Background: an optimization exercise with open tools, aiming at small area, a short achievable clock period and few clock cycles. Do not read the settings as production practice.
At most, simulation tests tie the RTL to the original design; equivalence was not proved.
Only the layout flow was run in run 1; the RTL was not checked for function there.
Power and IR drop assume default switching activity.

--- flow/config.mk ---
export PLATFORM = sky130hd
export DESIGN_NAME = strv2_vlc_dec
export DESIGN_NICKNAME = strv2_vlc_dec
export VERILOG_FILES = /design/flow/design.v
export SDC_FILE = /design/flow/constraint.sdc
export NUM_CORES = 4
export LEC_CHECK = 0
export ABC_AREA = 1
export CAP_MARGIN = 20
export CORE_MARGIN = 2
export CORE_UTILIZATION = 40
export PLACE_DENSITY = 0.6
export SETUP_SLACK_MARGIN = 3
export SLEW_MARGIN = 20
--- flow/constraint.sdc ---
create_clock -name core_clock -period 8.0 [get_ports {clk}]
set_input_delay 1.6000 -clock core_clock [delete_from_list [all_inputs] [get_ports {clk}]]
set_output_delay 1.6000 -clock core_clock [all_outputs]
set_load 0.01 [all_outputs]
--- flow/design.v ---
module strv2_ac_table (
    input  wire [16:0] win,       
    output reg  [5:0]  run,
    output reg  [5:0]  level
);
    wire [0:0] i0 = win[15:15];
    reg  [5:0] r0, l0;
    always @(*) begin
        r0 = 6'd0; l0 = 6'd0;
        casez (i0)
            1'b1: begin r0 = 6'd0; l0 = 6'd1; end
        endcase
    end
    wire [1:0] i1 = win[14:13];
    reg  [5:0] r1, l1;
    always @(*) begin
        r1 = 6'd0; l1 = 6'd0;
        casez (i1)
            2'b00: begin r1 = 6'd0; l1 = 6'd2; end
            2'b01: begin r1 = 6'd2; l1 = 6'd1; end
            2'b1?: begin r1 = 6'd1; l1 = 6'd1; end
        endcase
    end
    wire [4:0] i2 = win[13:9];
    reg  [5:0] r2, l2;
    always @(*) begin
        r2 = 6'd0; l2 = 6'd0;
        casez (i2)
            5'b00000: begin r2 = 6'd13; l2 = 6'd1; end
            5'b00001: begin r2 = 6'd0; l2 = 6'd6; end
            5'b00010: begin r2 = 6'd12; l2 = 6'd1; end
            5'b00011: begin r2 = 6'd11; l2 = 6'd1; end
            5'b00100: begin r2 = 6'd3; l2 = 6'd2; end
            5'b00101: begin r2 = 6'd1; l2 = 6'd3; end
            5'b00110: begin r2 = 6'd0; l2 = 6'd5; end
            5'b00111: begin r2 = 6'd10; l2 = 6'd1; end
            5'b01???: begin r2 = 6'd0; l2 = 6'd3; end
            5'b10???: begin r2 = 6'd4; l2 = 6'd1; end
            5'b11???: begin r2 = 6'd3; l2 = 6'd1; end
        endcase
    end
    wire [1:0] i3 = win[12:11];
    reg  [5:0] r3, l3;
    always @(*) begin
        r3 = 6'd0; l3 = 6'd0;
        casez (i3)
            2'b00: begin r3 = 6'd7; l3 = 6'd1; end
            2'b01: begin r3 = 6'd6; l3 = 6'd1; end
            2'b10: begin r3 = 6'd1; l3 = 6'd2; end
            2'b11: begin r3 = 6'd5; l3 = 6'd1; end
        endcase
    end
    wire [1:0] i4 = win[11:10];
    reg  [5:0] r4, l4;
    always @(*) begin
        r4 = 6'd0; l4 = 6'd0;
        casez (i4)
            2'b00: begin r4 = 6'd2; l4 = 6'd2; end
            2'b01: begin r4 = 6'd9; l4 = 6'd1; end
            2'b10: begin r4 = 6'd0; l4 = 6'd4; end
            2'b11: begin r4 = 6'd8; l4 = 6'd1; end
        endcase
    end
    wire [2:0] i6 = win[9:7];
    reg  [5:0] r6, l6;
    always @(*) begin
        r6 = 6'd0; l6 = 6'd0;
        casez (i6)
            3'b000: begin r6 = 6'd16; l6 = 6'd1; end
            3'b001: begin r6 = 6'd5; l6 = 6'd2; end
            3'b010: begin r6 = 6'd0; l6 = 6'd7; end
            3'b011: begin r6 = 6'd2; l6 = 6'd3; end
            3'b100: begin r6 = 6'd1; l6 = 6'd4; end
            3'b101: begin r6 = 6'd15; l6 = 6'd1; end
            3'b110: begin r6 = 6'd14; l6 = 6'd1; end
            3'b111: begin r6 = 6'd4; l6 = 6'd2; end
        endcase
    end
    wire [3:0] i7 = win[8:5];
    reg  [5:0] r7, l7;
    always @(*) begin
        r7 = 6'd0; l7 = 6'd0;
        casez (i7)
            4'b0000: begin r7 = 6'd0; l7 = 6'd11; end
            4'b0001: begin r7 = 6'd8; l7 = 6'd2; end
            4'b0010: begin r7 = 6'd4; l7 = 6'd3; end
            4'b0011: begin r7 = 6'd0; l7 = 6'd10; end
            4'b0100: begin r7 = 6'd2; l7 = 6'd4; end
            4'b0101: begin r7 = 6'd7; l7 = 6'd2; end
            4'b0110: begin r7 = 6'd21; l7 = 6'd1; end
            4'b0111: begin r7 = 6'd20; l7 = 6'd1; end
            4'b1000: begin r7 = 6'd0; l7 = 6'd9; end
            4'b1001: begin r7 = 6'd19; l7 = 6'd1; end
            4'b1010: begin r7 = 6'd18; l7 = 6'd1; end
            4'b1011: begin r7 = 6'd1; l7 = 6'd5; end
            4'b1100: begin r7 = 6'd3; l7 = 6'd3; end
            4'b1101: begin r7 = 6'd0; l7 = 6'd8; end
            4'b1110: begin r7 = 6'd6; l7 = 6'd2; end
            4'b1111: begin r7 = 6'd17; l7 = 6'd1; end
        endcase
    end
    wire [3:0] i8 = win[7:4];
    reg  [5:0] r8, l8;
    always @(*) begin
        r8 = 6'd0; l8 = 6'd0;
        casez (i8)
            4'b0000: begin r8 = 6'd10; l8 = 6'd2; end
            4'b0001: begin r8 = 6'd9; l8 = 6'd2; end
            4'b0010: begin r8 = 6'd5; l8 = 6'd3; end
            4'b0011: begin r8 = 6'd3; l8 = 6'd4; end
            4'b0100: begin r8 = 6'd2; l8 = 6'd5; end
            4'b0101: begin r8 = 6'd1; l8 = 6'd7; end
            4'b0110: begin r8 = 6'd1; l8 = 6'd6; end
            4'b0111: begin r8 = 6'd0; l8 = 6'd15; end
            4'b1000: begin r8 = 6'd0; l8 = 6'd14; end
            4'b1001: begin r8 = 6'd0; l8 = 6'd13; end
            4'b1010: begin r8 = 6'd0; l8 = 6'd12; end
            4'b1011: begin r8 = 6'd26; l8 = 6'd1; end
            4'b1100: begin r8 = 6'd25; l8 = 6'd1; end
            4'b1101: begin r8 = 6'd24; l8 = 6'd1; end
            4'b1110: begin r8 = 6'd23; l8 = 6'd1; end
            4'b1111: begin r8 = 6'd22; l8 = 6'd1; end
        endcase
    end
    wire [3:0] i9 = win[6:3];
    reg  [5:0] r9, l9;
    always @(*) begin
        r9 = 6'd0; l9 = 6'd0;
        casez (i9)
            4'b0000: begin r9 = 6'd0; l9 = 6'd31; end
            4'b0001: begin r9 = 6'd0; l9 = 6'd30; end
            4'b0010: begin r9 = 6'd0; l9 = 6'd29; end
            4'b0011: begin r9 = 6'd0; l9 = 6'd28; end
            4'b0100: begin r9 = 6'd0; l9 = 6'd27; end
            4'b0101: begin r9 = 6'd0; l9 = 6'd26; end
            4'b0110: begin r9 = 6'd0; l9 = 6'd25; end
            4'b0111: begin r9 = 6'd0; l9 = 6'd24; end
            4'b1000: begin r9 = 6'd0; l9 = 6'd23; end
            4'b1001: begin r9 = 6'd0; l9 = 6'd22; end
            4'b1010: begin r9 = 6'd0; l9 = 6'd21; end
            4'b1011: begin r9 = 6'd0; l9 = 6'd20; end
            4'b1100: begin r9 = 6'd0; l9 = 6'd19; end
            4'b1101: begin r9 = 6'd0; l9 = 6'd18; end
            4'b1110: begin r9 = 6'd0; l9 = 6'd17; end
            4'b1111: begin r9 = 6'd0; l9 = 6'd16; end
        endcase
    end
    wire [3:0] i10 = win[5:2];
    reg  [5:0] r10, l10;
    always @(*) begin
        r10 = 6'd0; l10 = 6'd0;
        casez (i10)
            4'b0000: begin r10 = 6'd0; l10 = 6'd40; end
            4'b0001: begin r10 = 6'd0; l10 = 6'd39; end
            4'b0010: begin r10 = 6'd0; l10 = 6'd38; end
            4'b0011: begin r10 = 6'd0; l10 = 6'd37; end
            4'b0100: begin r10 = 6'd0; l10 = 6'd36; end
            4'b0101: begin r10 = 6'd0; l10 = 6'd35; end
            4'b0110: begin r10 = 6'd0; l10 = 6'd34; end
            4'b0111: begin r10 = 6'd0; l10 = 6'd33; end
            4'b1000: begin r10 = 6'd0; l10 = 6'd32; end
            4'b1001: begin r10 = 6'd1; l10 = 6'd14; end
            4'b1010: begin r10 = 6'd1; l10 = 6'd13; end
            4'b1011: begin r10 = 6'd1; l10 = 6'd12; end
            4'b1100: begin r10 = 6'd1; l10 = 6'd11; end
            4'b1101: begin r10 = 6'd1; l10 = 6'd10; end
            4'b1110: begin r10 = 6'd1; l10 = 6'd9; end
            4'b1111: begin r10 = 6'd1; l10 = 6'd8; end
        endcase
    end
    wire [3:0] i11 = win[4:1];
    reg  [5:0] r11, l11;
    always @(*) begin
        r11 = 6'd0; l11 = 6'd0;
        casez (i11)
            4'b0000: begin r11 = 6'd1; l11 = 6'd18; end
            4'b0001: begin r11 = 6'd1; l11 = 6'd17; end
            4'b0010: begin r11 = 6'd1; l11 = 6'd16; end
            4'b0011: begin r11 = 6'd1; l11 = 6'd15; end
            4'b0100: begin r11 = 6'd6; l11 = 6'd3; end
            4'b0101: begin r11 = 6'd16; l11 = 6'd2; end
            4'b0110: begin r11 = 6'd15; l11 = 6'd2; end
            4'b0111: begin r11 = 6'd14; l11 = 6'd2; end
            4'b1000: begin r11 = 6'd13; l11 = 6'd2; end
            4'b1001: begin r11 = 6'd12; l11 = 6'd2; end
            4'b1010: begin r11 = 6'd11; l11 = 6'd2; end
            4'b1011: begin r11 = 6'd31; l11 = 6'd1; end
            4'b1100: begin r11 = 6'd30; l11 = 6'd1; end
            4'b1101: begin r11 = 6'd29; l11 = 6'd1; end
            4'b1110: begin r11 = 6'd28; l11 = 6'd1; end
            4'b1111: begin r11 = 6'd27; l11 = 6'd1; end
        endcase
    end
    always @(*) begin
        casez (win[16:5])
            12'b1???????????: begin run = r0; level = l0; end
            12'b01??????????: begin run = r1; level = l1; end
            12'b001?????????: begin run = r2; level = l2; end
            12'b0001????????: begin run = r3; level = l3; end
            12'b00001???????: begin run = r4; level = l4; end
            12'b0000001?????: begin run = r6; level = l6; end
            12'b00000001????: begin run = r7; level = l7; end
            12'b000000001???: begin run = r8; level = l8; end
            12'b0000000001??: begin run = r9; level = l9; end
            12'b00000000001?: begin run = r10; level = l10; end
            12'b000000000001: begin run = r11; level = l11; end
            default: begin run = 6'd0; level = 6'd0; end
        endcase
    end
endmodule
module strv2_vlc_dec (
    input  wire        clk,
    input  wire        rst,             
    input  wire        start,
    input  wire        cfg_qmode,       
    input  wire [5:0]  cfg_qscale,      
    input  wire [15:0] cfg_mbtotal,     
    input  wire        in_valid,
    output wire        in_ready,
    input  wire [15:0] in_data,
    output reg         out_valid,
    input  wire        out_ready,
    output reg  [15:0] out_data,
    output wire        done,            
    output wire        fault,           
    output wire [1:0]  err_code,        
    output reg  [31:0] bit_count,       
    output reg  [15:0] esc_zero_count   
);
    localparam [15:0] EOD_WORD = 16'hFE00;
    localparam [2:0] S_IDLE   = 3'd0,
                     S_DC     = 3'd1,
                     S_AC     = 3'd2,
                     S_DONE   = 3'd3,
                     S_FAULT1 = 3'd5,      
                     S_FAULT2 = 3'd6;      
    reg  [2:0]  state;
    reg         qmode;
    reg  [5:0]  qscale;
    reg  [15:0] mbleft;       
    reg  [2:0]  blk;
    reg  [4:0]  bits_last;    
    reg         esc0_last;    
    reg         eob_last;     
    reg  [47:0] sbuf;
    reg  [5:0]  cnt;
    wire st_dc    = (state == S_DC);
    wire st_ac    = (state == S_AC);
    wire decoding = st_dc || st_ac;
    wire st_fault = (state == S_FAULT1) || (state == S_FAULT2);
    wire room     = (cnt <= 6'd32);
    wire begin_fr = !decoding && start;
    assign in_ready = !decoding || room;
    assign done     = (state == S_DONE) && !out_valid;
    assign fault    = st_fault && !out_valid;
    assign err_code = {state == S_FAULT2, state == S_FAULT1};
    wire take = in_valid && in_ready;
    wire [69:0] ext = {sbuf, 22'd0};
    wire [21:0] win = ext[cnt +: 22];
    wire [16:0] w = win[21:5];
    reg  [4:0]  ac_len;      
    reg         ac_eob, ac_esc, ac_err;
    reg         ac_sign;     
    always @(*) begin
        ac_eob = 1'b0; ac_esc = 1'b0; ac_err = 1'b0; ac_sign = 1'b0;
        casez (w[16:5])
            12'b10??????????: begin ac_len = 5'd2;  ac_eob = 1'b1; end
            12'b11??????????: begin ac_len = 5'd3;  ac_sign = w[14]; end
            12'b011?????????: begin ac_len = 5'd4;  ac_sign = w[13]; end
            12'b010?????????: begin ac_len = 5'd5;  ac_sign = w[12]; end
            12'b00100???????: begin ac_len = 5'd9;  ac_sign = w[8]; end
            12'b001?????????: begin ac_len = 5'd6;  ac_sign = w[11]; end
            12'b0001????????: begin ac_len = 5'd7;  ac_sign = w[10]; end
            12'b00001???????: begin ac_len = 5'd8;  ac_sign = w[9]; end
            12'b000001??????: begin ac_len = 5'd22; ac_esc = 1'b1; end
            12'b0000001?????: begin ac_len = 5'd11; ac_sign = w[6]; end
            12'b00000001????: begin ac_len = 5'd13; ac_sign = w[4]; end
            12'b000000001???: begin ac_len = 5'd14; ac_sign = w[3]; end
            12'b0000000001??: begin ac_len = 5'd15; ac_sign = w[2]; end
            12'b00000000001?: begin ac_len = 5'd16; ac_sign = w[1]; end
            12'b000000000001: begin ac_len = 5'd17; ac_sign = w[0]; end
            default:          begin ac_len = 5'd12; ac_err = 1'b1; end
        endcase
    end
    wire [5:0] t_run;
    wire [5:0] t_level;
    strv2_ac_table u_table (
        .win   (w),
        .run   (t_run),
        .level (t_level)
    );
    wire [5:0]  lv_low   = {|t_level[4:0], |t_level[3:0], |t_level[2:0],
                            |t_level[1:0], t_level[0], 1'b0};    
    wire [9:0]  ac_bot   = {{4{ac_sign}}, t_level ^ ({6{ac_sign}} & lv_low)};
    wire [15:0] esc_word = win[15:0];
    wire [15:0] dc_word  = qmode ? win[21:6] : {qscale, win[21:12]};
    wire [15:0] word = st_dc ? dc_word : ac_esc ? esc_word : ac_eob ? EOD_WORD : {t_run, ac_bot};
    wire [4:0]  len  = st_dc ? (qmode ? 5'd16 : 5'd10) : ac_len;
    wire [5:0]  left = cnt - {1'b0, len};              
    wire        short_code = |w[16:12];
    wire        esc_code   = (w[16:11] == 6'b000001);
    wire        have = st_dc ? (cnt >= 6'd16) :
                       (cnt >= 6'd22) || (cnt >= 6'd17 && !esc_code) || (cnt >= 6'd9 && short_code);
    wire        bad  = st_dc ? (dc_word == EOD_WORD) :
                       (ac_err || (ac_esc && esc_word == EOD_WORD));
    wire out_free = !out_valid || out_ready;
    wire go       = decoding && out_free && have;
    wire emit     = go && !bad;
    wire last_blk = (blk == 3'd5);
    wire last_mb  = (mbleft == 16'd1);
    wire [5:0] add = take ? 6'd16 : 6'd0;
    always @(posedge clk) begin
        if (take)
            sbuf <= {sbuf[31:0], in_data};
        if (out_free)
            out_data <= word;
        if (begin_fr) begin
            qmode  <= cfg_qmode;
            qscale <= cfg_qscale;
        end
        cnt       <= begin_fr ? add : emit ? (left + add) : (cnt + add);
        bits_last <= emit ? len : 5'd0;
        esc0_last <= emit && st_ac && ac_esc && (esc_word[9:0] == 10'd0);
        eob_last  <= emit && st_ac && ac_eob;
        bit_count      <= begin_fr ? 32'd0 : bit_count + {27'd0, bits_last};
        esc_zero_count <= begin_fr ? 16'd0 : esc_zero_count + {15'd0, esc0_last};
        if (begin_fr) begin
            mbleft <= cfg_mbtotal;
            blk    <= 3'd0;
        end else if (eob_last) begin
            if (last_blk) begin
                blk    <= 3'd0;
                mbleft <= mbleft - 16'd1;
            end else begin
                blk <= blk + 3'd1;
            end
        end
    end
    always @(posedge clk) begin
        if (rst) begin
            state     <= S_IDLE;
            out_valid <= 1'b0;
        end else begin
            if (out_valid && out_ready)
                out_valid <= 1'b0;
            if (begin_fr) begin
                if (cfg_mbtotal == 16'd0 || (!cfg_qmode && cfg_qscale == 6'd0))
                    state <= S_FAULT2;
                else
                    state <= S_DC;
            end else if (decoding) begin
                if (go && bad)
                    state <= S_FAULT1;
                if (emit) begin
                    out_valid <= 1'b1;
                    if (st_dc)
                        state <= S_AC;
                    if (st_ac && ac_eob)
                        state <= (last_blk && last_mb) ? S_DONE : S_DC;
                end
            end
        end
    end
endmodule
--- flow/run.sh ---
#!/bin/bash
# synth_recipe.tcl (not shown) runs the flow's synth.tcl, then flattens the netlist and writes it again
# the make line also repeats each setting of config.mk as NAME=value (left out here)
make -C /OpenROAD-flow-scripts/flow DESIGN_CONFIG=/design/flow/config.mk WORK_HOME=/design/flow/orfs CLKGATE_MAP_FILE= SYNTH_SCRIPT=/design/flow/synth_recipe.tcl finish
==> impl_metrics.env, run 1 <==
export IMPL_wire_per_inst_microns=18.3
export IMPL_floorplan_rows=64
export IMPL_arrival_ns=4.98
export IMPL_register_to_register_setup_slack_ns=3.33
export IMPL_fin_hold_ws_ns=0.498
export IMPL_n_fill_cell=3151
export IMPL_most_frequent_cells_in_the_layout="nand2_1 (437), nand3_1 (320), nor2_1 (153)"
export IMPL_critPathMaxFanout=29
export IMPL_sequential_element_share_of_the_synthesized_area_pct=32.4
export IMPL_worstHoldStart="bit_count[6]"
export IMPL_remaining_number_of_nets_flagged_by_the_antenna_check_after_routing=0
export IMPL_dr_total_vias=12870
export IMPL_ys_top_cells_by_area="edfxtp_1 (21%), nand2_1 (13%), nand3_1 (13%), dfxtp_1 (11%), nor2_1 (4.8%)"
export IMPL_synthesis_nets=1869
export IMPL_period_share_pct=58.4
export IMPL_clkSinkCount=155
export IMPL_globalRoute_totalOverflow=0
export IMPL_syn_avg_cell_area_sq_um=6.90
export IMPL_fin_setup_tns_ns=0
export IMPL_netSwitchingFraction_pct=54.3
export IMPL_vias_per_cell=5.64
export IMPL_regToRegEndpoint="cnt[4]"
export IMPL_synthesis_instances=1779
export IMPL_dpl_hpwl_microns=30700
export IMPL_num_nets_final=1964
export IMPL_power_combinational_fraction_pct=70.2
export IMPL_pin_count_of_the_biggest_net_entering_global_routing=64
export IMPL_finalInstanceArea_sq_mm=0.0147
export IMPL_initial_antenna_violation_count=1
export IMPL_static_leakage_power_nw=6.22
export IMPL_max_slew_worst_pin_slew_ns=0.862
export IMPL_post_synth_top_area_cell="edfxtp_1"
export IMPL_critPathSlowestCell="dfxtp_2"
export IMPL_critPathTopFamily="simple AND/OR/NAND/NOR gates"
export IMPL_cp_startpoint_kind="flop"
export IMPL_placement_cell_area_sq_mm=0.0136
export IMPL_path_class="reg -> reg"
export IMPL_hold_path_end="bit_count[6]"
export IMPL_synth_area_sq_mm=0.0123
export IMPL_initial_core_util_pct=40.4
export IMPL_core_area_sq_mm=0.0304
export IMPL_drt_first_iter_violations=1242
export IMPL_cts_hold_repair_buffers=0
export IMPL_vdd_ir_drop_max_mv=0.305
export IMPL_wl_microns=41800
export IMPL_critPathRequiredTime_ns=8.31
export IMPL_postSynth_asyncResetShare_pct=0
export IMPL_rsz_0062_raised_after_global_routing="no"
export IMPL_period_needed_ns=4.67
export IMPL_mostFrequentLayoutCell="nand2_1"
export IMPL_maxSlewHeadroom_pct=42.5
export IMPL_areaGrowthSynthToFinish_pct=19.3
export IMPL_clk_root_buffer_cell="clkbuf_16"
export IMPL_multiInputGateArea_sq_mm=0.00735
export IMPL_worst_path_largest_cell_delay_ns=0.42
export IMPL_main_synth_ff_type="edfxtp_1"
export IMPL_floorplan_die_area_sq_mm=0.0321
export IMPL_number_of_global_route_vias_before_repair=12057
export IMPL_internal_power_mw=3.26
export IMPL_gpl_final_weighted_congestion=0.945
export IMPL_cts_buffers_inserted=17
export IMPL_warnings_synthesis=2
export IMPL_critPathMostFrequentCell="nand2_1"
export IMPL_sequential_cell_area_sq_mm=0.00398
export IMPL_number_of_enable_type_register_cells_in_the_synthesized_netlist=87
export IMPL_final_setup_violation_count=0
export IMPL_cp_num_buf_inv=4
export IMPL_switchingPower_mw=3.87
export IMPL_cts_root_to_sink_buffers=2
export IMPL_post_synth_num_cell_types=63
export IMPL_skew_ns=0.0197
export IMPL_timing_final_hold_violations=0
export IMPL_fp_dieW_microns=179
export IMPL_synth_seq_cells=155
export IMPL_power_share_of_the_sequential_group_pct=17.4
export IMPL_fmax_ghz=0.214
export IMPL_io_pins=114
export IMPL_htree_num_levels=4
export IMPL_hold_path_class="reg -> reg"
export IMPL_crit_path_end_kind="flop"
export IMPL_cap_viol_max_count=0
export IMPL_timing_hold_worst_path_depth=1
export IMPL_timing_final_max_slew_violations=0
export IMPL_ff2ff_path_depth=25
export IMPL_synth_top_cell_area_share_pct=21.3
export IMPL_global_route_usage_total_pct=26.1
export IMPL_worst_r2r_startpoint="cnt[2]"
export IMPL_wire_length_of_the_first_global_routing_pass_microns=65000
export IMPL_post_route_drc_count=0
export IMPL_cp_launch_point="cnt[2]"
export IMPL_cts_tree="done"
export IMPL_run_status="timing/DRC/antenna clean"
export IMPL_clock_pin_slew_worst_setup_and_hold_paths_ns=0.07
export IMPL_chipHeight_microns=179
export IMPL_number_of_antenna_diodes=0
export IMPL_share_of_layout_cells_above_drive_strength_1_pct=10.7
export IMPL_power_density_mw_per_mm2=486
export IMPL_count_of_input_and_output_buffers=113
export IMPL_power_clock_fraction_pct=12.3
export IMPL_clkLatencyLatePin_ns=0.45
export IMPL_drt_first_pass_iters=6
final cells by class:
type	instances	share of cell area, %
multi-input cells	1383	50.1
well taps	396	3.38
flip-flops and latches	155	27.2
clock inverters	11	1.05
inverters	164	4.49
clock buffers	21	3.30
repair buffers	153	10.5
flip-flops by register name, summed over array words and instances, names as in the netlist, 5 cells and up:
signal,cells
bit_count,32
bits_last,5
cnt,6
esc_zero_count,16
mbleft,16
out_data,16
qscale,6
sbuf,48
what timing repair did:
action / in CTS / in global routing
resized for setup: 17 / 25
pin swaps: 0 / 4
setup buffers: 3 / 18
gates cloned: 0 / 3
setup endpoints to repair: 4 / 7
worst max-delay path by stage:
stage	cells past startpoint	to	slack, ns
2_1_floorplan	25	cnt[4]	4.00
3_3_place_gp	28	cnt[4]	2.65
3_5_place_dp	28	cnt[4]	2.54
4_1_cts	26	cnt[5]	3.06
5_1_grt	24	cnt[5]	2.99
6_report	25	cnt[4]	3.33
worst reg2reg max path, cell delays in order, from the launching register on:
cell and delay, ns:
dfxtp_2 0.42, buf_12 0.23, clkinvlp_4 0.21, buf_12 0.21, nand3_1 0.14, nand2_1 0.08
a22o_1 0.20, nor2_1 0.18, o21bai_2 0.08, buf_4 0.22, ha_1 0.25, nand2_1 0.10
nand3b_1 0.18, nor2_4 0.08, nor2_2 0.21, a21oi_1 0.10, a211oi_1 0.21, a21oi_1 0.13
ha_1 0.31, ha_1 0.36, a21oi_1 0.16, nand2_1 0.08, xnor2_1 0.13, nand2_1 0.07
o211ai_1 0.08, o21ai_0 0.09
through the flow:
stage	total power [mW]	setup slack, ns	util (%)	cells
finish	7.13	3.33	48.2	2283
global route	7.71	2.99	48.2	2283
CTS	6.90	3.06	47.1	2262
detailed placement	5.93	2.54	44.8	2227
global placement	5.92	2.65	44.8	2227
floorplan	4.71	4.00	-	1779
layer usage:
layer | vias to the layer above | wire length [microns] | GRT usage, %
met2 | 527 | 19100 | 42.0
met1 | 6037 | 18600 | 34.9
met5 | - | 13 | 0
li1 | 6222 | - | -
met4 | 2 | 1130 | 8.97
met3 | 82 | 3080 | 5.13
power groups by stage:
stage / clock network [mW] / registers (mW) / logic (mW)
after CTS: 0.901 / 1.23 / 4.76
after floorplan: 0 / 1.21 / 3.50
after detailed placement: 0 / 1.24 / 4.69
after global routing: 0.928 / 1.26 / 5.52
after global placement: 0 / 1.24 / 4.68
final: 0.880 / 1.24 / 5.01
kinds of logic (layout without fill, tap and decap cells):
| logic type | after synthesis | count (layout) | share of synthesized area, % |
|---|---|---|---|
| AO/OA/AOI/OAI | 241 | 241 | 11.4 |
| XOR/XNOR | 14 | 14 | 0.999 |
| adder cells (fa/ha/maj) | 46 | 46 | 4.87 |
| buffers and inverters | 241 | 349 | 8.46 |
| flip-flops | 155 | 155 | 32.4 |
| multiplexers | 1 | 1 | 0.0815 |
| AND/OR/NAND/NOR | 1081 | 1081 | 41.8 |
Yosys cell counts (all sizes together), types with 5 or more instances:
library cell / instances
dfxtp: 68
nand3: 347
clkbuf: 20
nand2: 468
o211ai: 11
ha: 43
o22ai: 6
o21a: 6
nor3b: 5
o21ai: 111
xor2: 5
inv: 162
or2: 6
nor2: 178
buf: 57
edfxtp: 87
xnor2: 9
a31oi: 12
nor3: 30
nor4: 12
nand4: 21
a21oi: 71
nand3b: 7
==> inputs of run 2 (changes only) <==
--- a/flow/design.v
+++ b/flow/design.v
@@ -244,10 +244,11 @@
     reg         eob_last;     
     reg  [47:0] sbuf;
-    reg  [5:0]  cnt;
+    reg  [5:0]  q;
+    wire        q_neg = q[5];
     wire st_dc    = (state == S_DC);
     wire st_ac    = (state == S_AC);
     wire decoding = st_dc || st_ac;
     wire st_fault = (state == S_FAULT1) || (state == S_FAULT2);
-    wire room     = (cnt <= 6'd32);
+    wire room     = q_neg || !q[4];                  
     wire begin_fr = !decoding && start;
     assign in_ready = !decoding || room;
@@ -256,6 +257,6 @@
     assign err_code = {state == S_FAULT2, state == S_FAULT1};
     wire take = in_valid && in_ready;
-    wire [69:0] ext = {sbuf, 22'd0};
-    wire [21:0] win = ext[cnt +: 22];
+    wire [52:0] ext = {sbuf, 5'd0};
+    wire [21:0] win = ext[q[4:0] +: 22];
     wire [16:0] w = win[21:5];
     reg  [4:0]  ac_len;      
@@ -297,9 +298,8 @@
     wire [15:0] word = st_dc ? dc_word : ac_esc ? esc_word : ac_eob ? EOD_WORD : {t_run, ac_bot};
     wire [4:0]  len  = st_dc ? (qmode ? 5'd16 : 5'd10) : ac_len;
-    wire [5:0]  left = cnt - {1'b0, len};              
-    wire        short_code = |w[16:12];
+    wire [5:0]  left = q - {1'b0, len};                
     wire        esc_code   = (w[16:11] == 6'b000001);
-    wire        have = st_dc ? (cnt >= 6'd16) :
-                       (cnt >= 6'd22) || (cnt >= 6'd17 && !esc_code) || (cnt >= 6'd9 && short_code);
+    wire        ge22       = !q_neg && (q[4:0] >= 5'd5);
+    wire        have = !q_neg && (st_dc || !esc_code || ge22);
     wire        bad  = st_dc ? (dc_word == EOD_WORD) :
                        (ac_err || (ac_esc && esc_word == EOD_WORD));
@@ -310,4 +310,5 @@
     wire last_mb  = (mbleft == 16'd1);
     wire [5:0] add = take ? 6'd16 : 6'd0;
+    wire [5:0] q0  = take ? 6'b111111 : 6'b101111;    
     always @(posedge clk) begin
         if (take)
@@ -319,5 +320,5 @@
             qscale <= cfg_qscale;
         end
-        cnt       <= begin_fr ? add : emit ? (left + add) : (cnt + add);
+        q         <= begin_fr ? q0 : emit ? (left + add) : (q + add);
         bits_last <= emit ? len : 5'd0;
         esc0_last <= emit && st_ac && ac_esc && (esc_word[9:0] == 10'd0);
--- a/flow/config.mk
+++ b/flow/config.mk
@@ -11,4 +11,4 @@
 export CORE_UTILIZATION = 40
 export PLACE_DENSITY = 0.6
-export SETUP_SLACK_MARGIN = 3
+export SETUP_SLACK_MARGIN = 3.5
 export SLEW_MARGIN = 20
==> run 2 against run 1 <==
Compared with the run above: still clean; clock power is 5.1% lower; sequential power down 15%; die area shrank 6.7%; critical path depth fell by 1; non-clock buffer count fell by 1.
==> impl_metrics.env, run 2 <==
export IMPL_main_synth_ff_type="edfxtp_1"
export IMPL_final_core_util_pct=49.4
export IMPL_wire_length_of_the_first_global_routing_pass_microns=57600
export IMPL_dr_total_vias=11527
export IMPL_synth_common_cells="nand2_1 (404), nand3_1 (242), nor2_1 (151), inv_1 (128), o21ai_0 (96)"
export IMPL_wl_microns=37100
export IMPL_hold_path_class="reg -> reg"
export IMPL_initial_antenna_violation_count=0
export IMPL_post_synth_top_area_cell="edfxtp_1"
export IMPL_areaGrowthSynthToFinish_pct=20.6
export IMPL_power_combinational_fraction_pct=64.4
export IMPL_remaining_number_of_nets_flagged_by_the_antenna_check_after_routing=0
export IMPL_cap_viol_max_count=0
export IMPL_layout_setup_ws_ns=3.68
export IMPL_chipHeight_microns=173
export IMPL_floorplan_rows=61
export IMPL_clkLatencyLatePin_ns=0.44
export IMPL_number_of_antenna_diodes=0
export IMPL_drt_first_pass_iters=7
export IMPL_sequential_element_share_of_the_synthesized_area_pct=34.7
export IMPL_period_needed_ns=4.32
export IMPL_floorplan_die_area_sq_mm=0.0300
export IMPL_share_of_layout_cells_above_drive_strength_1_pct=11.0
export IMPL_clock_pin_slew_worst_setup_and_hold_paths_ns=0.06
export IMPL_p_total_mw=5.33
export IMPL_worstHoldStart="sbuf[1]"
export IMPL_skew_ns=0.0125
export IMPL_run_status="timing/DRC/antenna clean"
export IMPL_cp_startpoint_kind="flop"
export IMPL_path_class="reg -> reg"
export IMPL_timing_final_hold_violations=0
export IMPL_max_slew_worst_pin_slew_ns=1.08
export IMPL_final_setup_violation_count=0
export IMPL_clk_root_buffer_cell="clkbuf_16"
export IMPL_synth_top_cell_area_share_pct=22.8
export IMPL_pin_count_of_the_biggest_net_entering_global_routing=58
export IMPL_final_instance_count_excl_fill=2114
export IMPL_critPathMaxFanout=13
export IMPL_cts_buffers_inserted=17
export IMPL_placement_cell_area_sq_mm=0.0127
export IMPL_power_clock_fraction_pct=15.7
export IMPL_post_place_cells=2050
export IMPL_timing_final_max_slew_violations=0
export IMPL_worst_slack_at_placement_ns=2.61
export IMPL_clkSinkCount=155
export IMPL_drt_first_iter_violations=1109
export IMPL_netSwitchingFraction_pct=51.3
export IMPL_crit_path_end_kind="flop"
export IMPL_rsz_0062_raised_after_global_routing="yes"
export IMPL_fp_dieW_microns=173
export IMPL_synth_seq_cells=155
export IMPL_power_density_mw_per_mm2=386
export IMPL_finalInstanceArea_sq_mm=0.0138
export IMPL_power_share_of_the_sequential_group_pct=19.9
export IMPL_synth_area_sq_mm=0.0114
export IMPL_number_of_global_route_vias_before_repair=10913
export IMPL_static_leakage_power_nw=5.69
export IMPL_gpl_final_weighted_congestion=0.982
export IMPL_globalRoute_totalOverflow=0
export IMPL_cts_root_to_sink_buffers=2
export IMPL_synthesis_nets=1705
export IMPL_arrival_ns=4.69
export IMPL_worst_r2r_startpoint="q[0]"
export IMPL_synth_most_common_cell="nand2_1"
export IMPL_warnings_synthesis=2
export IMPL_fin_hold_ws_ns=0.468
export IMPL_num_nets_final=1814
export IMPL_most_frequent_cells_in_the_layout="nand2_1 (403), nand3_1 (239), nor2_1 (148)"
export IMPL_largest_register_ff_count=48
export IMPL_wire_per_inst_microns=17.5
export IMPL_vias_per_cell=5.45
export IMPL_core_area_sq_mm=0.0279
export IMPL_count_of_input_and_output_buffers=113
export IMPL_syn_avg_cell_area_sq_um=7.09
export IMPL_timing_hold_worst_path_depth=0
export IMPL_switchingPower_mw=2.73
export IMPL_number_of_enable_type_register_cells_in_the_synthesized_netlist=87
export IMPL_mostFrequentLayoutCell="nand2_1"
export IMPL_ys_top_cells_by_area="edfxtp_1 (23%), nand2_1 (13%), dfxtp_1 (12%), nand3_1 (11%), nor2_1 (5.0%)"
export IMPL_dpl_hpwl_microns=26900
export IMPL_maxSlewHeadroom_pct=28.0
export IMPL_global_route_usage_total_pct=24.0
export IMPL_internal_power_mw=2.60
export IMPL_ff2ff_path_depth=24
export IMPL_cts_hold_repair_buffers=0
export IMPL_period_share_pct=54.0
export IMPL_critPathRequiredTime_ns=8.36
export IMPL_synthesis_instances=1614
export IMPL_postSynth_asyncResetShare_pct=0
export IMPL_post_route_drc_count=0
export IMPL_initial_core_util_pct=40.9
export IMPL_fin_setup_tns_ns=0
export IMPL_fmax_ghz=0.231
export IMPL_register_to_register_setup_slack_ns=3.68
export IMPL_biggestRegsByFlops="sbuf: 48 flops, bit_count: 32 flops"
export IMPL_top_register="sbuf"
export IMPL_vdd_ir_drop_max_mv=0.223
export IMPL_htree_num_levels=4
export IMPL_io_pins=114
export IMPL_cp_launch_point="q[0]"
export IMPL_cts_tree="done"
export IMPL_post_synth_num_cell_types=56
==> run 2: kinds of logic after synthesis <==
kind of cell / after synthesis / share of synthesized area (%)
AO/OA/AOI/OAI: 232 / 11.7
XOR/XNOR: 19 / 1.45
adder cells (fa/ha/maj): 47 / 5.34
buffers and inverters: 216 / 8.57
flip-flops: 155 / 34.7
AND/OR/NAND/NOR: 945 / 38.2
==> run 2: power by group through the flow <==
stage	Combinational (mW)	Sequential [mW]	Clock, mW
floorplan	2.28	1.06	0
global placement	3.14	1.06	0
detailed placement	3.13	1.07	0
CTS	3.21	1.05	0.853
global route	3.77	1.07	0.881
finish	3.43	1.06	0.835
==> run 2: layout make-up <==
type,instances,area (sq um)
clock buffers,18,429
clock inverters,14,165
fillers,2878,14100
inverters,151,614
multi-input cells,1243,6570
flip-flops and latches,155,3980
well taps,378,473
repair buffers,152,1540
repair inverters,3,25.0
==> run 2: critical path: stages (launching register included) <==
cell and delay (ns):
dfxtp_4 0.51, clkbuf_16 0.23, nand2_1 0.07, nand3_1 0.12, nand3_1 0.11, nand3_1 0.20
nand3_2 0.12, nand2_4 0.18, nor2_8 0.07, nand2_4 0.13, inv_2 0.08, nand2_2 0.16
inv_2 0.11, a21oi_2 0.16, a31oi_1 0.13, o31ai_2 0.32, ha_1 0.29, ha_1 0.24
fa_1 0.39, nand2_1 0.10, nand2_1 0.06, a21oi_1 0.15, xor2_1 0.17, nand2_1 0.07
o211ai_1 0.08
==> run 2: path summary, 6_finish.rpt <==
check             endpoint
setup / recovery      q[5]
hold / removal    sbuf[17]
setup reg to reg      q[5]
hold reg to reg   sbuf[17]
==> run 2: what timing repair did <==
action / in CTS / in global routing
gates cloned: 1 / 7
buffers inserted: 7 / 17
resized for setup: 15 / 28
setup endpoints to repair: 14 / 5
pin swaps: 2 / 7
==> run 2: metal layers <==
metal	part of all wire, %	track usage (%)	up-vias
li1	-	-	5691
met1	42	30.3	5309
met2	47	39.7	429
met3	7.1	5.26	98
met4	3.6	10.3	0
met5	0	0	-
Testbench counts of run 2, summed over its fixed seeds: cycles 12,196.
==> inputs of run 3 (changes only) <==
--- a/flow/config.mk
+++ b/flow/config.mk
@@ -11,4 +11,4 @@
 export CORE_UTILIZATION = 40
 export PLACE_DENSITY = 0.6
-export SETUP_SLACK_MARGIN = 3.5
+export SETUP_SLACK_MARGIN = 3
 export SLEW_MARGIN = 20
==> run 3 against run 2 <==
Compared with the run above: final cell count decreased by 0.90%; total power decreased by 3.1%; largest power group unchanged; combinational power shrank 4%; register-to-register slack got worse by 0.36 ns; sequential share of layout area rose by 0.64 points; critical path type unchanged; sequential power about the same; critical endpoint unchanged; highest routed layer unchanged.
==> impl_metrics.env, run 3 <==
export IMPL_floorplan_die_area_sq_mm=0.0300
export IMPL_number_of_enable_type_register_cells_in_the_synthesized_netlist=87
export IMPL_fmax_ghz=0.213
export IMPL_ff2ff_path_depth=24
export IMPL_htree_num_levels=4
export IMPL_arrival_ns=5.05
export IMPL_clk_root_buffer_cell="clkbuf_16"
export IMPL_syn_avg_cell_area_sq_um=7.09
export IMPL_drt_first_pass_iters=5
export IMPL_postSynth_asyncResetShare_pct=0
export IMPL_clkLatencyLatePin_ns=0.44
export IMPL_initial_antenna_violation_count=0
export IMPL_timing_hold_worst_path_depth=0
export IMPL_synth_most_common_cell="nand2_1"
export IMPL_ys_top_cells_by_area="edfxtp_1 (23%), nand2_1 (13%), dfxtp_1 (12%), nand3_1 (11%), nor2_1 (5.0%)"
export IMPL_n_fill_cell=2893
export IMPL_period_share_pct=58.6
export IMPL_wire_per_inst_microns=17.2
export IMPL_internal_power_mw=2.49
export IMPL_cts_tree="done"
export IMPL_chipHeight_microns=173
export IMPL_synth_top_cell_area_share_pct=22.8
export IMPL_synthesis_nets=1705
export IMPL_crit_path_end_kind="flop"
export IMPL_core_area_sq_mm=0.0279
export IMPL_wl_microns=36100
export IMPL_critPathRequiredTime_ns=8.36
export IMPL_clkSinkCount=155
export IMPL_static_leakage_power_nw=5.54
export IMPL_cts_buffers_inserted=17
export IMPL_initial_core_util_pct=40.9
export IMPL_io_pins=114
export IMPL_global_route_usage_total_pct=23.7
export IMPL_switchingPower_mw=2.68
export IMPL_synth_common_cells="nand2_1 (404), nand3_1 (242), nor2_1 (151), inv_1 (128), o21ai_0 (96)"
export IMPL_dr_total_vias=11387
export IMPL_num_nets_final=1795
export IMPL_period_needed_ns=4.69
export IMPL_path_class="reg -> reg"
export IMPL_power_share_of_the_sequential_group_pct=20.3
export IMPL_rsz_0062_raised_after_global_routing="no"
export IMPL_clock_pin_slew_worst_setup_and_hold_paths_ns=0.06
export IMPL_share_of_layout_cells_above_drive_strength_1_pct=9.55
export IMPL_power_combinational_fraction_pct=63.5
export IMPL_vdd_ir_drop_max_mv=0.217
export IMPL_floorplan_rows=61
export IMPL_number_of_global_route_vias_before_repair=10822
export IMPL_post_synth_top_area_cell="edfxtp_1"
export IMPL_post_synth_num_cell_types=56
export IMPL_gpl_final_weighted_congestion=0.982
export IMPL_final_setup_violation_count=0
export IMPL_mostFrequentLayoutCell="nand2_1"
export IMPL_cts_root_to_sink_buffers=2
export IMPL_netSwitchingFraction_pct=51.8
export IMPL_cap_viol_max_count=0
export IMPL_max_slew_worst_pin_slew_ns=1.06
export IMPL_critPathMaxFanout=33
export IMPL_run_status="timing/DRC/antenna clean"
export IMPL_synth_seq_cells=155
export IMPL_sequential_element_share_of_the_synthesized_area_pct=34.7
export IMPL_pin_count_of_the_biggest_net_entering_global_routing=58
export IMPL_number_of_antenna_diodes=0
export IMPL_globalRoute_totalOverflow=0
export IMPL_drt_first_iter_violations=954
export IMPL_vias_per_cell=5.44
export IMPL_maxSlewHeadroom_pct=29.1
export IMPL_hold_path_class="reg -> reg"
export IMPL_main_synth_ff_type="edfxtp_1"
export IMPL_largest_register_ff_count=48
export IMPL_areaGrowthSynthToFinish_pct=17.8
export IMPL_timing_final_hold_violations=0
export IMPL_most_frequent_cells_in_the_layout="nand2_1 (404), nand3_1 (239), nor2_1 (148)"
export IMPL_timing_final_max_slew_violations=0
export IMPL_power_clock_fraction_pct=16.1
export IMPL_synthesis_instances=1614
export IMPL_post_route_drc_count=0
export IMPL_biggestRegsByFlops="sbuf: 48 flops, bit_count: 32 flops"
export IMPL_fp_dieW_microns=173
export IMPL_fin_setup_tns_ns=0
export IMPL_wire_length_of_the_first_global_routing_pass_microns=56900
export IMPL_power_density_mw_per_mm2=383
export IMPL_dpl_hpwl_microns=26900
export IMPL_top_register="sbuf"
export IMPL_count_of_input_and_output_buffers=113
export IMPL_remaining_number_of_nets_flagged_by_the_antenna_check_after_routing=0
export IMPL_synth_area_sq_mm=0.0114
export IMPL_warnings_synthesis=2
export IMPL_skew_ns=0.0136
export IMPL_cp_startpoint_kind="flop"
export IMPL_final_core_util_pct=48.2
-- run 3: final cells by class --
type                    count  area, sq um  share of cell area, %
clock inverters            14          165                   1.23
clock buffers              18          429                   3.18
repair buffers            134         1310                   9.68
inverters                 151          596                   4.42
repair inverters            1         5.00                 0.0371
multi-input cells        1244         6530                   48.4
flip-flops and latches    155         3980                   29.5
well taps                 378          473                   3.51
-- run 3: critical path: stages, from the launching register on --
cell	delay, ns
dfxtp_1	0.31
buf_4	0.34
clkinvlp_4	0.30
buf_4	0.21
nand3_1	0.09
nand3_1	0.10
nand3_2	0.29
clkinv_1	0.35
ha_1	0.32
nand2_1	0.06
inv_1	0.05
nand3_2	0.13
nand2_2	0.12
nor2_1	0.10
nand4_1	0.11
nand4_1	0.10
nand4_1	0.15
ha_1	0.42
fa_1	0.45
nand2_1	0.10
nand2_1	0.06
a21oi_1	0.15
xor2_1	0.17
nand2_1	0.07
o211ai_1	0.08
-- run 3: cell families (layout without fill, tap and decap cells) --
logic type | count (synthesis) | count (layout) | synth area share [%]
DFF | 155 | 155 | 34.7
buffers and inverters | 216 | 318 | 8.57
AOI/OAI and AO/OA | 232 | 232 | 11.7
xor gates and xnor gates | 19 | 19 | 1.45
and+or+nand+nor | 945 | 946 | 38.2
adders and majority gates | 47 | 47 | 5.34
-- run 3: power groups by stage --
stage                     clock (mW)  sequential (mW)  combinational [mW]
after detailed placement           0             1.07                3.13
after global routing           0.881             1.06                3.61
final                          0.834             1.05                3.28
after floorplan                    0             1.06                2.28
after global placement             0             1.06                3.14
after CTS                      0.853             1.05                3.15
-- run 3: worst paths after layout --
check | startpoint | endpoint | slack (ns)
worst max register to register | q[3] | q[5] | 3.31
worst max-delay path | q[3] | q[5] | 3.31
worst min register to register | sbuf[1] | sbuf[17] | 0.47
worst min-delay path | sbuf[1] | sbuf[17] | 0.47
-- run 3: timing repair --
action | 4_1_cts | 5_1_grt
resized for setup | 5 | 12
hold buffers | 0 | 0
buffers inserted | 0 | 11
hold endpoints to repair | 0 | 0
endpoints found under the setup margin | 4 | 8
cloned | 0 | 2
pin swaps | 1 | 1
-- run 3: metrics by stage --
stage	hold slack (ns)	setup WS (ns)	power (mW)	instances	cell area [sq um]
floorplan	0.435	4.13	3.34	1614	11400
global placement	0.454	2.75	4.20	2050	12700
detailed placement	0.453	2.61	4.19	2050	12700
CTS	0.469	3.00	5.05	2082	13300
global route	0.491	3.03	5.55	2095	13500
finish	0.470	3.31	5.17	2095	13500
-- run 3: per-layer routing --
| layer | share of wire (%) | wire length [microns] | vias up | GRT usage (%) |
|---|---|---|---|---|
| met2 | 47 | 17000 | 418 | 39.3 |
| met5 | 0 | 0 | - | 0 |
| li1 | - | - | 5655 | - |
| met1 | 43 | 15500 | 5237 | 30.0 |
| met4 | 3.1 | 1130 | 0 | 9.78 |
| met3 | 6.7 | 2430 | 77 | 5.15 |
==> inputs of run 4 (changes only) <==
--- a/flow/config.mk
+++ b/flow/config.mk
@@ -10,4 +10,5 @@
 export CORE_MARGIN = 2
 export CORE_UTILIZATION = 40
+export CTS_BUF_LIST = sky130_fd_sc_hd__clkbuf_8 sky130_fd_sc_hd__clkbuf_4
 export PLACE_DENSITY = 0.6
 export SETUP_SLACK_MARGIN = 3
==> run 4 against run 3 <==
Compared with the run above: still clean on timing, DRC and antenna; count of clock-buffer cells in the layout unchanged; sequential cell count did not move; synthesized cell count unchanged; worst setup slack worse by 0.016 ns; die area is the same; core utilization down 0.69 points; highest routed layer unchanged.
==> impl_metrics.env, run 4 <==
export IMPL_fin_setup_tns_ns=0
export IMPL_drt_first_iter_violations=971
export IMPL_timing_final_max_slew_violations=0
export IMPL_warnings_synthesis=2
export IMPL_synthesis_instances=1614
export IMPL_htree_num_levels=4
export IMPL_post_place_cells=2050
export IMPL_cp_startpoint_kind="flop"
export IMPL_number_of_enable_type_register_cells_in_the_synthesized_netlist=87
export IMPL_syn_avg_cell_area_sq_um=7.09
export IMPL_final_instance_count_excl_fill=2095
export IMPL_dpl_hpwl_microns=26900
export IMPL_critPathTopFamily="simple AND/OR/NAND/NOR gates"
export IMPL_clkSinkCount=155
export IMPL_cts_root_to_sink_buffers=2
export IMPL_power_density_mw_per_mm2=372
export IMPL_io_pins=114
export IMPL_mostFrequentLayoutCell="nand2_1"
export IMPL_most_frequent_cells_in_the_layout="nand2_1 (404), nand3_1 (239), nor2_1 (149)"
export IMPL_period_share_pct=58.8
export IMPL_synthesis_nets=1705
export IMPL_core_area_sq_mm=0.0279
export IMPL_critPathMaxFanout=53
export IMPL_cts_tree="done"
export IMPL_ys_top_cells_by_area="edfxtp_1 (23%), nand2_1 (13%), dfxtp_1 (12%), nand3_1 (11%), nor2_1 (5.0%)"
export IMPL_static_leakage_power_nw=5.46
export IMPL_postSynth_asyncResetShare_pct=0
export IMPL_rsz_0062_raised_after_global_routing="no"
export IMPL_remaining_number_of_nets_flagged_by_the_antenna_check_after_routing=0
export IMPL_floorplan_rows=61
export IMPL_top_register="sbuf"
export IMPL_dr_total_vias=11344
export IMPL_synth_top_cell_area_share_pct=22.8
export IMPL_vias_per_cell=5.41
export IMPL_floorplan_die_area_sq_mm=0.0300
export IMPL_post_route_drc_count=0
export IMPL_cp_num_buf_inv=4
export IMPL_p_total_mw=4.94
export IMPL_num_nets_final=1795
export IMPL_synth_seq_cells=155
export IMPL_gpl_final_weighted_congestion=0.982
export IMPL_global_route_usage_total_pct=23.8
export IMPL_max_slew_worst_pin_slew_ns=1.07
export IMPL_share_of_layout_cells_above_drive_strength_1_pct=9.61
export IMPL_run_status="timing/DRC/antenna clean"
export IMPL_cap_viol_max_count=0
export IMPL_initial_antenna_violation_count=0
export IMPL_clk_root_buffer_cell="clkbuf_8"
export IMPL_biggestRegsByFlops="sbuf: 48 flops, bit_count: 32 flops"
export IMPL_worst_path_largest_cell_delay_ns=0.39
export IMPL_fp_dieW_microns=173
export IMPL_wl_microns=35700
export IMPL_period_needed_ns=4.70
export IMPL_post_synth_num_cell_types=56
export IMPL_wire_length_of_the_first_global_routing_pass_microns=57000
export IMPL_critPathMostFrequentCell="nand2_1"
export IMPL_post_synth_top_area_cell="edfxtp_1"
export IMPL_sequential_element_share_of_the_synthesized_area_pct=34.7
export IMPL_drt_first_pass_iters=6
export IMPL_initial_core_util_pct=40.9
export IMPL_chipHeight_microns=173
export IMPL_skew_ns=0.0214
export IMPL_cts_hold_repair_buffers=0
export IMPL_cts_buffers_inserted=17
export IMPL_main_synth_ff_type="edfxtp_1"
export IMPL_synth_most_common_cell="nand2_1"
export IMPL_number_of_antenna_diodes=0
export IMPL_final_setup_violation_count=0
export IMPL_globalRoute_totalOverflow=0
export IMPL_path_class="reg -> reg"
export IMPL_crit_path_end_kind="flop"
export IMPL_count_of_input_and_output_buffers=113
export IMPL_wire_per_inst_microns=17.0
export IMPL_maxSlewHeadroom_pct=29.0
export IMPL_pin_count_of_the_biggest_net_entering_global_routing=58
export IMPL_timing_final_hold_violations=0
export IMPL_number_of_global_route_vias_before_repair=10831
export IMPL_synth_common_cells="nand2_1 (404), nand3_1 (242), nor2_1 (151), inv_1 (128), o21ai_0 (96)"
export IMPL_largest_register_ff_count=48
export IMPL_n_fill_cell=2923
export IMPL_synth_area_sq_mm=0.0114
export IMPL_clkLatencyLatePin_ns=0.47
export IMPL_fmax_ghz=0.213
export IMPL_critPathRequiredTime_ns=8.39
export IMPL_critPathSlowestCell="dfxtp_2"
export IMPL_arrival_ns=5.09
export IMPL_clock_pin_slew_worst_setup_and_hold_paths_ns=0.09
export IMPL_hold_path_class="reg -> reg"
export IMPL_register_to_register_setup_slack_ns=3.30
export IMPL_vdd_ir_drop_max_mv=0.173
export IMPL_areaGrowthSynthToFinish_pct=16.1
[run 4: cell counts after synthesis]
No cell type changed its count.
[run 4: cells by family (layout without fill, tap and decap cells)]
| logic type | after synthesis | in the layout | synth area share [%] |
|---|---|---|---|
| AO/OA/AOI/OAI | 232 | 232 | 11.7 |
| XOR/XNOR | 19 | 19 | 1.45 |
| adder cells (fa/ha/maj) | 47 | 47 | 5.34 |
| buffers and inverters | 216 | 319 | 8.57 |
| flip-flops | 155 | 155 | 34.7 |
| AND/OR/NAND/NOR | 945 | 945 | 38.2 |
[run 4: final cells by class]
type | instances | area [sq um] | area share, %
timing repair buffer | 135 | 1310 | 9.83
clock inverter | 14 | 165 | 1.24
inverter | 151 | 597 | 4.49
tap | 378 | 473 | 3.56
multi-input combinational | 1243 | 6520 | 49.1
sequential | 155 | 3980 | 29.9
timing repair inverter | 1 | 5.00 | 0.0377
clock buffer | 18 | 241 | 1.82
[run 4: through the flow]
step	util, %	instance area [sq um]	hold slack, ns	setup slack (ns)
floorplan	-	11400	0.435	4.13
detailed placement	45.6	12700	0.453	2.61
CTS	47.1	13200	0.474	3.02
global placement	45.6	12700	0.454	2.75
global route	47.5	13300	0.498	3.01
finish	47.5	13300	0.478	3.30
[run 4: report_power, final]
| part | switching (mW) | internal [mW] | total (mW) | leakage, nW |
|---|---|---|---|---|
| registers | 0.0712 | 0.977 | 1.05 | 1.42 |
| clock network | 0.311 | 0.313 | 0.624 | 0.211 |
| logic | 2.25 | 1.02 | 3.27 | 3.83 |
[run 4: worst reg2reg max path: stages (launching register included)]
cell,delay (ns)
dfxtp_2,0.39
clkbuf_8,0.36
nand2_1,0.14
nand3_1,0.12
nand3_1,0.11
nand3_1,0.11
nand2_1,0.06
nor2_1,0.20
nor2_4,0.10
inv_2,0.28
ha_1,0.21
inv_1,0.05
nor2_1,0.17
nand3_2,0.22
nand2_2,0.15
inv_1,0.07
a31oi_1,0.22
o31ai_2,0.11
ha_1,0.30
ha_1,0.24
fa_1,0.39
nand2_1,0.10
nand2_1,0.06
a21oi_1,0.15
xor2_1,0.17
nand2_1,0.07
o211ai_1,0.08
[run 4: what timing repair did]
action	4_1_cts	5_1_grt
buffers inserted	1	11
cloned	0	1
setup endpoints to repair	4	8
pin swaps	1	1
resized for setup	5	8
[run 4: final timing paths]
| path | start | cells past startpoint | to |
|---|---|---|---|
| worst max-delay path | q[0] | 26 | q[5] |
| worst min-delay path | sbuf[1] | 0 | sbuf[17] |
| worst max register to register | q[0] | 26 | q[5] |
| worst min register to register | sbuf[1] | 0 | sbuf[17] |
[run 4: metal layers]
layer,vias to the layer above,part of all wire [%],GRT usage (%)
li1,5655,-,-
met1,5185,42,30.0
met2,421,47,39.5
met3,83,7.2,5.43
met4,0,3.3,9.22
met5,-,0,0
==> inputs of run 5 (changes only) <==
--- a/flow/config.mk
+++ b/flow/config.mk
@@ -12,4 +12,4 @@
 export CTS_BUF_LIST = sky130_fd_sc_hd__clkbuf_8 sky130_fd_sc_hd__clkbuf_4
 export PLACE_DENSITY = 0.6
-export SETUP_SLACK_MARGIN = 3
+export SETUP_SLACK_MARGIN = 4
 export SLEW_MARGIN = 20
==> run 5 against run 4 <==
Compared with the run above: still clean; synthesized area did not move; clock skew rose by 0.0030 ns; critical path type unchanged; sequential cell count did not move; combinational power rose by 26%; synthesized cell count did not move; count of clock-buffer cells in the layout did not move; largest cell class unchanged; total power rose by 18%; highest routed layer unchanged; global-route usage rose by 1.1 points; via count rose by 5.5%.
==> impl_metrics.env, run 5 <==
export IMPL_share_of_layout_cells_above_drive_strength_1_pct=18.0
export IMPL_pin_count_of_the_biggest_net_entering_global_routing=58
export IMPL_top_register="sbuf"
export IMPL_count_of_input_and_output_buffers=113
export IMPL_sequential_element_share_of_the_synthesized_area_pct=34.7
export IMPL_drt_first_pass_iters=6
export IMPL_wl_microns=38500
export IMPL_skew_ns=0.0244
export IMPL_synth_seq_cells=155
export IMPL_drt_first_iter_violations=1160
export IMPL_hold_path_class="reg -> reg"
export IMPL_netSwitchingFraction_pct=51.3
export IMPL_fin_setup_tns_ns=0
export IMPL_synth_most_common_cell="nand2_1"
export IMPL_vdd_ir_drop_max_mv=0.187
export IMPL_worst_path_largest_cell_delay_ns=0.52
export IMPL_number_of_antenna_diodes=0
export IMPL_gpl_final_weighted_congestion=0.982
export IMPL_final_setup_violation_count=0
export IMPL_clk_root_buffer_cell="clkbuf_8"
export IMPL_cts_tree="done"
export IMPL_power_share_of_the_sequential_group_pct=18.3
export IMPL_period_needed_ns=3.98
export IMPL_biggestRegsByFlops="sbuf: 48 flops, bit_count: 32 flops"
export IMPL_initial_antenna_violation_count=0
export IMPL_max_slew_worst_pin_slew_ns=0.954
export IMPL_p_total_mw=5.81
export IMPL_fp_dieW_microns=173
export IMPL_timing_final_hold_violations=0
export IMPL_critPathSlowestCell="dfxtp_4"
export IMPL_critPathRequiredTime_ns=8.39
export IMPL_cts_hold_repair_buffers=0
export IMPL_floorplan_rows=61
export IMPL_core_area_sq_mm=0.0279
export IMPL_synthesis_instances=1614
export IMPL_mostFrequentLayoutCell="nand2_1"
export IMPL_clkLatencyLatePin_ns=0.48
export IMPL_syn_avg_cell_area_sq_um=7.09
export IMPL_fin_hold_ws_ns=0.477
export IMPL_cts_buffers_inserted=17
export IMPL_num_nets_final=1858
export IMPL_cap_viol_max_count=0
export IMPL_cts_root_to_sink_buffers=2
export IMPL_main_synth_ff_type="edfxtp_1"
export IMPL_rsz_0062_raised_after_global_routing="yes"
export IMPL_global_route_usage_total_pct=24.9
export IMPL_fmax_ghz=0.251
export IMPL_wire_per_inst_microns=17.8
export IMPL_largest_register_ff_count=48
export IMPL_switchingPower_mw=2.98
export IMPL_ys_top_cells_by_area="edfxtp_1 (23%), nand2_1 (13%), dfxtp_1 (12%), nand3_1 (11%), nor2_1 (5.0%)"
export IMPL_static_leakage_power_nw=5.99
export IMPL_synth_common_cells="nand2_1 (404), nand3_1 (242), nor2_1 (151), inv_1 (128), o21ai_0 (96)"
export IMPL_arrival_ns=4.37
export IMPL_chipHeight_microns=173
export IMPL_synth_top_cell_area_share_pct=22.8
export IMPL_number_of_global_route_vias_before_repair=11195
export IMPL_dpl_hpwl_microns=26900
export IMPL_io_pins=114
export IMPL_power_clock_fraction_pct=10.8
export IMPL_critPathMaxFanout=6
export IMPL_timing_final_max_slew_violations=0
export IMPL_power_density_mw_per_mm2=397
export IMPL_synthesis_nets=1705
export IMPL_number_of_enable_type_register_cells_in_the_synthesized_netlist=87
export IMPL_post_route_drc_count=0
export IMPL_path_class="reg -> reg"
export IMPL_power_combinational_fraction_pct=70.9
export IMPL_most_frequent_cells_in_the_layout="nand2_1 (382), nand3_1 (204), nor2_1 (140)"
export IMPL_run_status="timing/DRC/antenna clean"
export IMPL_postSynth_asyncResetShare_pct=0
export IMPL_post_synth_num_cell_types=56
export IMPL_clkSinkCount=155
export IMPL_clock_pin_slew_worst_setup_and_hold_paths_ns=0.08
export IMPL_internal_power_mw=2.83
export IMPL_synth_area_sq_mm=0.0114
export IMPL_crit_path_end_kind="flop"
export IMPL_warnings_synthesis=2
export IMPL_floorplan_die_area_sq_mm=0.0300
export IMPL_globalRoute_totalOverflow=0
export IMPL_vias_per_cell=5.54
export IMPL_remaining_number_of_nets_flagged_by_the_antenna_check_after_routing=0
export IMPL_n_fill_cell=2772
export IMPL_cp_startpoint_kind="flop"
export IMPL_worst_slack_at_placement_ns=2.61
export IMPL_initial_core_util_pct=40.9
export IMPL_htree_num_levels=4
export IMPL_layout_setup_ws_ns=4.02
export IMPL_dr_total_vias=11966
export IMPL_wire_length_of_the_first_global_routing_pass_microns=59600
export IMPL_maxSlewHeadroom_pct=35.6
export IMPL_period_share_pct=49.7
export IMPL_post_synth_top_area_cell="edfxtp_1"
export IMPL_areaGrowthSynthToFinish_pct=27.9
==> run 5: cell counts after synthesis <==
Identical to the previous run, type by type.
==> run 5: cells by family (layout without fill, tap and decap cells) <==
group,count (synthesis),count (layout),synth area share (%)
AND/OR/NAND/NOR,945,945,38.2
flip-flops,155,155,34.7
AO/OA/AOI/OAI,232,232,11.7
XOR/XNOR,19,19,1.45
adder cells (fa/ha/maj),47,47,5.34
buffers and inverters,216,382,8.57
==> run 5: path summary, 6_finish.rpt <==
check / from / to / slack [ns] / depth (start not counted)
setup / recovery: q[0] / q[5] / 4.02 / 29
hold / removal: sbuf[1] / sbuf[17] / 0.48 / 0
setup reg to reg: q[0] / q[5] / 4.02 / 29
hold reg to reg: sbuf[1] / sbuf[17] / 0.48 / 0
==> run 5: what timing repair did <==
| action | in CTS | in global routing |
|---|---|---|
| pin swaps | 26 | 39 |
| resized for setup | 84 | 86 |
| cloned | 6 | 3 |
| buffers inserted | 30 | 36 |
| endpoints found under the setup margin | 33 | 11 |
==> run 5: cell type report <==
cell class              instances  area, sq um  share of cell area, %
clock buffers                  18          241                   1.65
clock inverters                14          165                   1.13
inverters                     151          629                   4.30
multi-input cells            1243         7060                   48.3
flip-flops and latches        155         3990                   27.3
well taps                     378          473                   3.23
repair buffers                197         2060                   14.1
repair inverters                2         12.5                 0.0856
==> run 5: per-layer routing <==
layer	GRT usage (%)	vias to the layer above	share of wire (%)
met3	5.23	106	7.7
li1	-	5781	-
met5	0	-	0
met1	31.2	5560	41
met4	8.79	0	3.7
met2	42.2	519	48
==> run 5: critical path, delay by kind of cell, from the launching register on <==
kind	cells	cell delay [ns]
simple gates	15	1.39
fa+ha+maj	4	0.89
buf+inv	7	0.71
flops	1	0.52
compound gates	2	0.22
xor+xnor	1	0.16
==> run 5: per-stage QoR <==
stage	instance area (sq um)	utilization [%]	instances
floorplan	11400	-	1614
CTS	13900	49.6	2118
global placement	12700	45.6	2050
global route	14600	52.4	2158
finish	14600	52.4	2158
detailed placement	12700	45.6	2050
==> run 5: power by group through the flow <==
stage,clock network [mW],registers (mW),logic (mW)
4_1_cts,0.643,1.06,3.54
5_1_grt,0.673,1.08,4.45
3_3_place_gp,0,1.06,3.14
6_report,0.627,1.07,4.12
2_1_floorplan,0,1.06,2.28
3_5_place_dp,0,1.07,3.13
==> inputs of run 6 (changes only) <==
--- a/flow/config.mk
+++ b/flow/config.mk
@@ -12,4 +12,4 @@
 export CTS_BUF_LIST = sky130_fd_sc_hd__clkbuf_8 sky130_fd_sc_hd__clkbuf_4
 export PLACE_DENSITY = 0.6
-export SETUP_SLACK_MARGIN = 4
+export SETUP_SLACK_MARGIN = 3.5
 export SLEW_MARGIN = 20
==> run 6 against run 5 <==
Compared with the run above: still clean; sequential cell count unchanged; sequential share of layout area up 1.9 points; core utilization down 3.5 points.
==> impl_metrics.env, run 6 <==
export IMPL_run_status="timing/DRC/antenna clean"
export IMPL_register_to_register_setup_slack_ns=3.72
export IMPL_dr_total_vias=11587
export IMPL_areaGrowthSynthToFinish_pct=19.3
export IMPL_num_nets_final=1819
export IMPL_synth_seq_cells=155
export IMPL_post_synth_num_cell_types=56
export IMPL_path_class="reg -> reg"
export IMPL_number_of_enable_type_register_cells_in_the_synthesized_netlist=87
export IMPL_clock_pin_slew_worst_setup_and_hold_paths_ns=0.09
export IMPL_number_of_antenna_diodes=0
export IMPL_timing_final_hold_violations=0
export IMPL_floorplan_die_area_sq_mm=0.0300
export IMPL_io_pins=114
export IMPL_crit_path_end_kind="flop"
export IMPL_syn_avg_cell_area_sq_um=7.09
export IMPL_cts_tree="done"
export IMPL_synth_top_cell_area_share_pct=22.8
export IMPL_wl_microns=37200
export IMPL_post_route_drc_count=0
export IMPL_synth_most_common_cell="nand2_1"
export IMPL_cts_buffers_inserted=17
export IMPL_power_share_of_the_sequential_group_pct=20.6
export IMPL_worst_r2r_startpoint="q[0]"
export IMPL_power_clock_fraction_pct=12.1
export IMPL_yosys_area_share_simple_pct=38.2
export IMPL_sequential_element_share_of_the_synthesized_area_pct=34.7
export IMPL_most_frequent_cells_in_the_layout="nand2_1 (403), nand3_1 (239), nor2_1 (148)"
export IMPL_hold_path_class="reg -> reg"
export IMPL_cap_viol_max_count=0
export IMPL_largest_register_ff_count=48
export IMPL_ff2ff_path_depth=25
export IMPL_synth_area_mux_share_pct=0
export IMPL_global_route_usage_total_pct=24.0
export IMPL_mostFrequentLayoutCell="nand2_1"
export IMPL_synth_common_cells="nand2_1 (404), nand3_1 (242), nor2_1 (151), inv_1 (128), o21ai_0 (96)"
export IMPL_final_instance_count_excl_fill=2119
export IMPL_hold_path_end="sbuf[17]"
export IMPL_final_setup_violation_count=0
export IMPL_finalInstanceArea_sq_mm=0.0136
export IMPL_synth_compound_area_share_pct=11.7
export IMPL_ys_top_cells_by_area="edfxtp_1 (23%), nand2_1 (13%), dfxtp_1 (12%), nand3_1 (11%), nor2_1 (5.0%)"
export IMPL_cts_root_to_sink_buffers=2
export IMPL_remaining_number_of_nets_flagged_by_the_antenna_check_after_routing=0
export IMPL_arithmetic_cell_share_of_the_synthesized_area_counting_full_adders_half_adders_and_majority_gates_pct=5.34
export IMPL_top_register="sbuf"
export IMPL_arrival_ns=4.67
export IMPL_wire_per_inst_microns=17.5
export IMPL_initial_core_util_pct=40.9
export IMPL_initial_antenna_violation_count=0
export IMPL_switchingPower_mw=2.71
export IMPL_vdd_ir_drop_max_mv=0.170
export IMPL_post_synth_top_area_cell="edfxtp_1"
export IMPL_gpl_final_weighted_congestion=0.982
export IMPL_rsz_0062_raised_after_global_routing="no"
export IMPL_layout_setup_ws_ns=3.72
export IMPL_worst_slack_at_placement_ns=2.61
export IMPL_maxSlewHeadroom_pct=26.9
export IMPL_share_of_layout_cells_above_drive_strength_1_pct=11.4
export IMPL_timing_hold_worst_path_depth=0
export IMPL_regToRegEndpoint="q[5]"
export IMPL_power_density_mw_per_mm2=378
export IMPL_largest_family_of_logic_cells_by_synthesized_area="simple AND/OR/NAND/NOR gates"
export IMPL_number_of_global_route_vias_before_repair=10889
export IMPL_pin_count_of_the_biggest_net_entering_global_routing=58
export IMPL_static_leakage_power_nw=5.63
export IMPL_drt_first_pass_iters=5
export IMPL_warnings_synthesis=2
export IMPL_critPathMaxFanout=11
export IMPL_main_synth_ff_type="edfxtp_1"
export IMPL_drt_first_iter_violations=1064
[run 6: changes by cell type in the layout (fill, tap and decap cells not counted), sizes merged]
| cell | before | now |
|---|---|---|
| inv | 151 | 152 |
| clkinv | 7 | 9 |
| bufbuf | 1 | 0 |
| clkbuf | 21 | 22 |
| buf | 80 | 39 |
| clkinvlp | 6 | 5 |
[run 6: cell families (layout without fill, tap and decap cells)]
| family | count (synthesis) | after routing |
|---|---|---|
| fa+ha+maj | 47 | 47 |
| xor+xnor | 19 | 19 |
| buf+inv | 216 | 343 |
| simple gates | 945 | 945 |
| flops | 155 | 155 |
| compound gates | 232 | 232 |
[run 6: power groups by stage]
stage	logic, mW	registers (mW)	clock network [mW]
after detailed placement	3.13	1.07	0
after floorplan	2.28	1.06	0
after global placement	3.14	1.06	0
after CTS	3.21	1.05	0.643
final	3.47	1.06	0.624
after global routing	3.81	1.07	0.672
[run 6: per-layer routing]
| metal | track usage, % | up-vias | wire [microns] |
|---|---|---|---|
| met3 | 5.39 | 87 | 2680 |
| met4 | 9.25 | 0 | 1190 |
| met2 | 39.8 | 477 | 17500 |
| met1 | 30.3 | 5315 | 15800 |
| li1 | - | 5708 | - |
| met5 | 0 | - | 0 |
[run 6: timing repair]
action                     4_1_cts  5_1_grt
buffers inserted                 7       21
cloned                           1        8
pin swaps                        2        9
setup endpoints to repair       14        5
resized for setup               15       31
[run 6: stage by stage]
stage / power (mW) / hold slack, ns
after global placement: 4.20 / 0.454
after detailed placement: 4.19 / 0.453
after CTS: 4.91 / 0.474
after floorplan: 3.34 / 0.435
after global routing: 5.55 / 0.498
final: 5.16 / 0.475
[run 6: worst max-delay path, cell delays in order (launching register included)]
cell	delay [ns]
dfxtp_4	0.52
buf_4	0.19
inv_6	0.06
nand2_1	0.07
nand3_1	0.11
nand3_1	0.13
nand3_1	0.18
nand3_2	0.15
nand2_4	0.12
nor2_8	0.17
nand2_4	0.12
nor2_2	0.09
nand2_1	0.19
nand2_2	0.16
inv_1	0.07
a31oi_1	0.24
o31ai_2	0.12
ha_1	0.31
ha_2	0.21
fa_1	0.38
nand2_1	0.10
nand2_1	0.07
a21oi_2	0.13
xor2_1	0.16
nand2_1	0.07
o211ai_1	0.08
[run 6: final cells by class]
class | instances | area, sq um | share of cell area, %
multi-input cells | 1243 | 6560 | 48.1
flip-flops and latches | 155 | 3980 | 29.2
repair buffers | 156 | 1580 | 11.6
inverters | 151 | 614 | 4.50
well taps | 378 | 473 | 3.47
clock buffers | 18 | 241 | 1.77
clock inverters | 14 | 165 | 1.21
repair inverters | 4 | 30.0 | 0.220
[run 6: worst max-delay path by stage]
stage | start | endpoint | slack, ns
6_report | q[0] | q[5] | 3.72
5_1_grt | q[0] | q[5] | 3.47
4_1_cts | q[0] | q[5] | 3.54
3_5_place_dp | q[3] | q[5] | 2.61
3_3_place_gp | q[3] | q[5] | 2.75
2_1_floorplan | q[0] | q[5] | 4.13
